This is an optimization exercise on Yosys and OpenROAD, whose aim is small area, not a production implementation.
In this exercise RTL edits were held to simulation tests only and were not proved equivalent to the original.
Power figures rest on the tool's default switching activity, not on a simulated workload.

run 1:
==> flow/design.v (excerpt) <==
module lifi_link (
    input  wire         clk,
    input  wire         rst,
    input  wire [119:0] adc_raw,
    input  wire         adc_ok,
    output wire [7:0]   rx_byte,
    output wire         rx_valid,
    output wire [3:0]   rx_state,
    output wire [2:0]   rx_err,
    output wire         rx_fault,
    input  wire [7:0]   tx_data,
    input  wire         tx_valid,
    output wire         tx_ready,
    output wire         led,
    input  wire         led_ok,
    output wire [2:0]   tx_state,
    output wire         tx_fault
);
export LEC_CHECK = 0
export CAP_MARGIN = 20
export CORE_MARGIN = 2
export CORE_UTILIZATION = 40
export SLEW_MARGIN = 20
export SYNTH_HIERARCHICAL = 1
create_clock -name core_clock -period 25.0 [get_ports {clk}]
standard.sh (not shown) runs the stock make flow with config.mk's settings and CLKGATE_MAP_FILE= SYNTH_SCRIPT=/design/flow/synth_recipe.tcl, a recipe that flattens the netlist after the stock synthesis.
==> flow/flow/run.sh <==
#!/bin/bash
# Own layout flow:
#  1. the standard synthesis (standard.sh synth), unchanged;
#  2. the synthesized netlist's combinational cells re-mapped by Yosys/ABC
#     with an area-oriented script, four seeds, the smallest kept (flip-flops,
#     full adders and tie cells are kept as they are, with their names);
#  3. the standard layout from floorplan to finish, with the smallest
#     buffer for the port buffers and a small clock tree.
# Each tool's full output goes to a log file of its own in this folder.
set -euo pipefail
here=$(pwd)
res="$here/orfs/results/${FLOW_PLATFORM}/lifi_link/base"
lib="$FLOW_HOME/platforms/${FLOW_PLATFORM}/lib/sky130_fd_sc_hd__tt_025C_1v80.lib"
yosys="$FLOW_HOME/../tools/install/yosys/bin/yosys"
# the platform's DONT_USE_CELLS
dont_use="-dont_use sky130_fd_sc_hd__lpflow_bleeder_1 -dont_use sky130_fd_sc_hd__lpflow_clkbufkapwr_1 -dont_use sky130_fd_sc_hd__lpflow_clkbufkapwr_16 -dont_use sky130_fd_sc_hd__lpflow_clkbufkapwr_2 -dont_use sky130_fd_sc_hd__lpflow_clkbufkapwr_4 -dont_use sky130_fd_sc_hd__lpflow_clkbufkapwr_8 -dont_use sky130_fd_sc_hd__lpflow_clkinvkapwr_1 -dont_use sky130_fd_sc_hd__lpflow_clkinvkapwr_16 -dont_use sky130_fd_sc_hd__lpflow_clkinvkapwr_2 -dont_use sky130_fd_sc_hd__lpflow_clkinvkapwr_4 -dont_use sky130_fd_sc_hd__lpflow_clkinvkapwr_8 -dont_use sky130_fd_sc_hd__lpflow_decapkapwr_12 -dont_use sky130_fd_sc_hd__lpflow_decapkapwr_3 -dont_use sky130_fd_sc_hd__lpflow_decapkapwr_4 -dont_use sky130_fd_sc_hd__lpflow_decapkapwr_6 -dont_use sky130_fd_sc_hd__lpflow_decapkapwr_8 -dont_use sky130_fd_sc_hd__lpflow_inputiso0n_1 -dont_use sky130_fd_sc_hd__lpflow_inputiso0p_1 -dont_use sky130_fd_sc_hd__lpflow_inputiso1n_1 -dont_use sky130_fd_sc_hd__lpflow_inputiso1p_1 -dont_use sky130_fd_sc_hd__lpflow_inputisolatch_1 -dont_use sky130_fd_sc_hd__lpflow_isobufsrc_1 -dont_use sky130_fd_sc_hd__lpflow_isobufsrc_16 -dont_use sky130_fd_sc_hd__lpflow_isobufsrc_2 -dont_use sky130_fd_sc_hd__lpflow_isobufsrc_4 -dont_use sky130_fd_sc_hd__lpflow_isobufsrc_8 -dont_use sky130_fd_sc_hd__lpflow_isobufsrckapwr_16 -dont_use sky130_fd_sc_hd__lpflow_lsbuf_lh_hl_isowell_tap_1 -dont_use sky130_fd_sc_hd__lpflow_lsbuf_lh_hl_isowell_tap_2 -dont_use sky130_fd_sc_hd__lpflow_lsbuf_lh_hl_isowell_tap_4 -dont_use sky130_fd_sc_hd__lpflow_lsbuf_lh_isowell_4 -dont_use sky130_fd_sc_hd__lpflow_lsbuf_lh_isowell_tap_1 -dont_use sky130_fd_sc_hd__lpflow_lsbuf_lh_isowell_tap_2 -dont_use sky130_fd_sc_hd__lpflow_lsbuf_lh_isowell_tap_4 -dont_use sky130_fd_sc_hd__probe_p_8 -dont_use sky130_fd_sc_hd__probec_p_8"

bash standard.sh synth > log_1_synth.log 2>&1

cp "$res/1_2_yosys.v" "$here/synth_standard.v"
bb="sky130_fd_sc_hd__*df* sky130_fd_sc_hd__*dl* sky130_fd_sc_hd__fa_* sky130_fd_sc_hd__conb_*"
# four ABC runs with different seeds, in parallel; the smallest result is kept
remap() {
  local seed=$1
  printf 'strash\n&get -n\n&deepsyn -T 40 -S %s\n&put\ndch -f\namap\n' "$seed" > "$here/remap_$seed.abc"
  "$yosys" -p "read_liberty -ignore_miss_func $lib; blackbox $bb;
    read_verilog $here/synth_standard.v;
    hierarchy -top $FLOW_TOP; flatten; rename -hide w:_*; opt -purge; techmap; opt;
    abc -liberty $lib -script $here/remap_$seed.abc $dont_use;
    opt_clean -purge;
    write_verilog -noattr -nohex -nodec $here/synth_abc_$seed.v" > "log_2_remap_$seed.log" 2>&1
  "$yosys" -p "read_liberty -lib $lib; read_verilog $here/synth_abc_$seed.v;
    hierarchy -top $FLOW_TOP; opt_clean -purge; splitnets; opt_clean -purge;
    hilomap -singleton -hicell sky130_fd_sc_hd__conb_1 HI -locell sky130_fd_sc_hd__conb_1 LO;
    insbuf -buf sky130_fd_sc_hd__buf_1 A X;
    check -assert; tee -o $here/area_$seed.txt stat -liberty $lib;
    write_verilog -noattr -nohex -nodec $here/synth_remapped_$seed.v" > "log_3_clean_$seed.log" 2>&1
}
for seed in 1 2 3 4; do remap $seed & done
wait
best=""; best_area=""
for seed in 1 2 3 4; do
  [[ -f "$here/synth_remapped_$seed.v" ]] || continue
  a=$(sed -n "s/.*Chip area for module .*: *\([0-9.]*\).*/\1/p" "$here/area_$seed.txt" | tail -1)
  echo "seed $seed area $a" >> log_2_remap_choice.log
  if [[ -z "$best" ]] || awk -v a="$a" -v b="$best_area" 'BEGIN{exit !(a < b)}'; then
    best=$seed; best_area=$a
  fi
done
echo "kept seed $best area $best_area" >> log_2_remap_choice.log
cp "$here/synth_remapped_$best.v" "$here/synth_remapped.v"
cp "$here/synth_remapped.v" "$res/1_2_yosys.v"
rm -f "$res/1_synth.odb" "$res/1_synth.sdc"

bash standard.sh \
  "BUFFER_PORTS_ARGS=-buffer_cell sky130_fd_sc_hd__buf_1" \
  "CTS_ARGS=-sink_clustering_enable -repair_clock_nets -dont_use_dummy_load -buf_list sky130_fd_sc_hd__clkbuf_4 -sink_clustering_size 30 -sink_clustering_max_diameter 500" \
  finish > log_5_finish.log 2>&1
Every stage of the flow completed for run 1, and the final layout passed the timing, design-rule and antenna checks.
Setup changes, run 1 to run 2
--- a/flow/flow/run.sh
+++ b/flow/flow/run.sh
@@ -5,2 +5,2 @@
-#     with an area-oriented script, four seeds, the smallest kept (flip-flops,
-#     full adders and tie cells are kept as they are, with their names);
+#     with an area-oriented script (flip-flops, full adders and tie cells are
+#     kept as they are, with their names);
@@ -28 +28 @@
-    hierarchy -top $FLOW_TOP; flatten; rename -hide w:_*; opt -purge; techmap; opt;
+    hierarchy -top $FLOW_TOP; flatten; opt -purge; techmap; opt;
@@ -35 +35 @@
-    insbuf -buf sky130_fd_sc_hd__buf_1 A X;
+    insbuf -buf sky130_fd_sc_hd__buf_4 A X;
@@ -57 +57 @@
-  "CTS_ARGS=-sink_clustering_enable -repair_clock_nets -dont_use_dummy_load -buf_list sky130_fd_sc_hd__clkbuf_4 -sink_clustering_size 30 -sink_clustering_max_diameter 500" \
+  "CTS_ARGS=-sink_clustering_enable -repair_clock_nets -dont_use_dummy_load -buf_list sky130_fd_sc_hd__clkbuf_4" \
Notes after the runs:
Run 2 ended with every stage complete and zero timing, DRC or antenna violations. Relative to run 1, the final design instance area without fill measured on run 2 has increased slightly. Of run 1 and run 2, the run reporting the lower layout multi-input combinational cell count was run 1. From run 1 to run 2 the numbers moved as follows: global-route usage over all layers has decreased, cell count has increased, share of the cycle needed by the critical path after routing has decreased, met2 global-route usage has decreased, instance count after placement with tap cells included has increased. Delta(area added between synthesis and finish, run 2 - run 1) < 0. Summary: worst setup slack, run 2 better than run 1.
The following lists how run 3 was set up differently from run 2:
--- a/flow/flow/run.sh
+++ b/flow/flow/run.sh
@@ -5,2 +5,2 @@
-#     with an area-oriented script (flip-flops, full adders and tie cells are
-#     kept as they are, with their names);
+#     with an area-oriented script, four seeds, the smallest kept (flip-flops,
+#     full adders and tie cells are kept as they are, with their names);
@@ -28 +28 @@
-    hierarchy -top $FLOW_TOP; flatten; opt -purge; techmap; opt;
+    hierarchy -top $FLOW_TOP; flatten; rename -hide w:_*; opt -purge; techmap; opt;
@@ -35 +35 @@
-    insbuf -buf sky130_fd_sc_hd__buf_4 A X;
+    insbuf -buf sky130_fd_sc_hd__buf_1 A X;
@@ -57 +57 @@
-  "CTS_ARGS=-sink_clustering_enable -repair_clock_nets -dont_use_dummy_load -buf_list sky130_fd_sc_hd__clkbuf_4" \
+  "CTS_ARGS=-sink_clustering_enable -repair_clock_nets -dont_use_dummy_load -buf_list sky130_fd_sc_hd__clkbuf_4 -sink_clustering_size 20 -sink_clustering_max_diameter 500" \
## What came out
The estimated power of run 3 ends up higher than the estimate for run 2.
Diff run 2 and run 3: synthesized cell count lower in run 3
Compared with run 2, run 3 shows a higher initial core utilization.
[run 3] total stage count of the critical path fell 3 relative to run 2
Lower part of the cycle the worst path needs was reported by run 2, not run 3.
Total global-route track usage was higher in run 3 than in run 2.
The relative area change from synthesis to final layout number comes out higher for run 3 vs run 2.

afterwards: timing with drivers on the ports:
The flow's constraints put no driver on any port. The routed layouts listed below were extracted and timed again, unchanged, in two steps.
Step 1, drivers: a clkbuf_16 drives clk and a buf_2 each remaining input, both assumed.
Step 2 adds t to the input delays and takes it off the output delays; t is the mean of the earliest and latest rising clock arrival at the registers after step 1. Input paths then give back, and output paths get back, about the clock's delay inside the block.
a / b / c = ideal ports / drivers / drivers and shift; a / b = the first two.
| run | shift t [ns] | slack for setup (ns) | clock arrival spread, ns | slew at the worst register clock pin (ns) | worst data-port slew with drivers (ns) |
|---|---|---|---|---|---|
| run 1 | 0.402 | 11.211 / 11.213 / 10.811 | 0.023 / 0.023 | 0.10 / 0.10 | 0.04 |
| run 2 | 0.417 | 11.261 / 11.268 / 10.851 | 0.023 / 0.024 | 0.10 / 0.10 | 0.05 |
| run 3 | 0.402 | 11.211 / 11.213 / 10.811 | 0.023 / 0.023 | 0.10 / 0.10 | 0.04 |
After both steps every run listed still meets setup and hold. For run 2, which loses most, drivers alone change the setup slack by +0.007 ns; drivers and shift together by -0.410 ns.
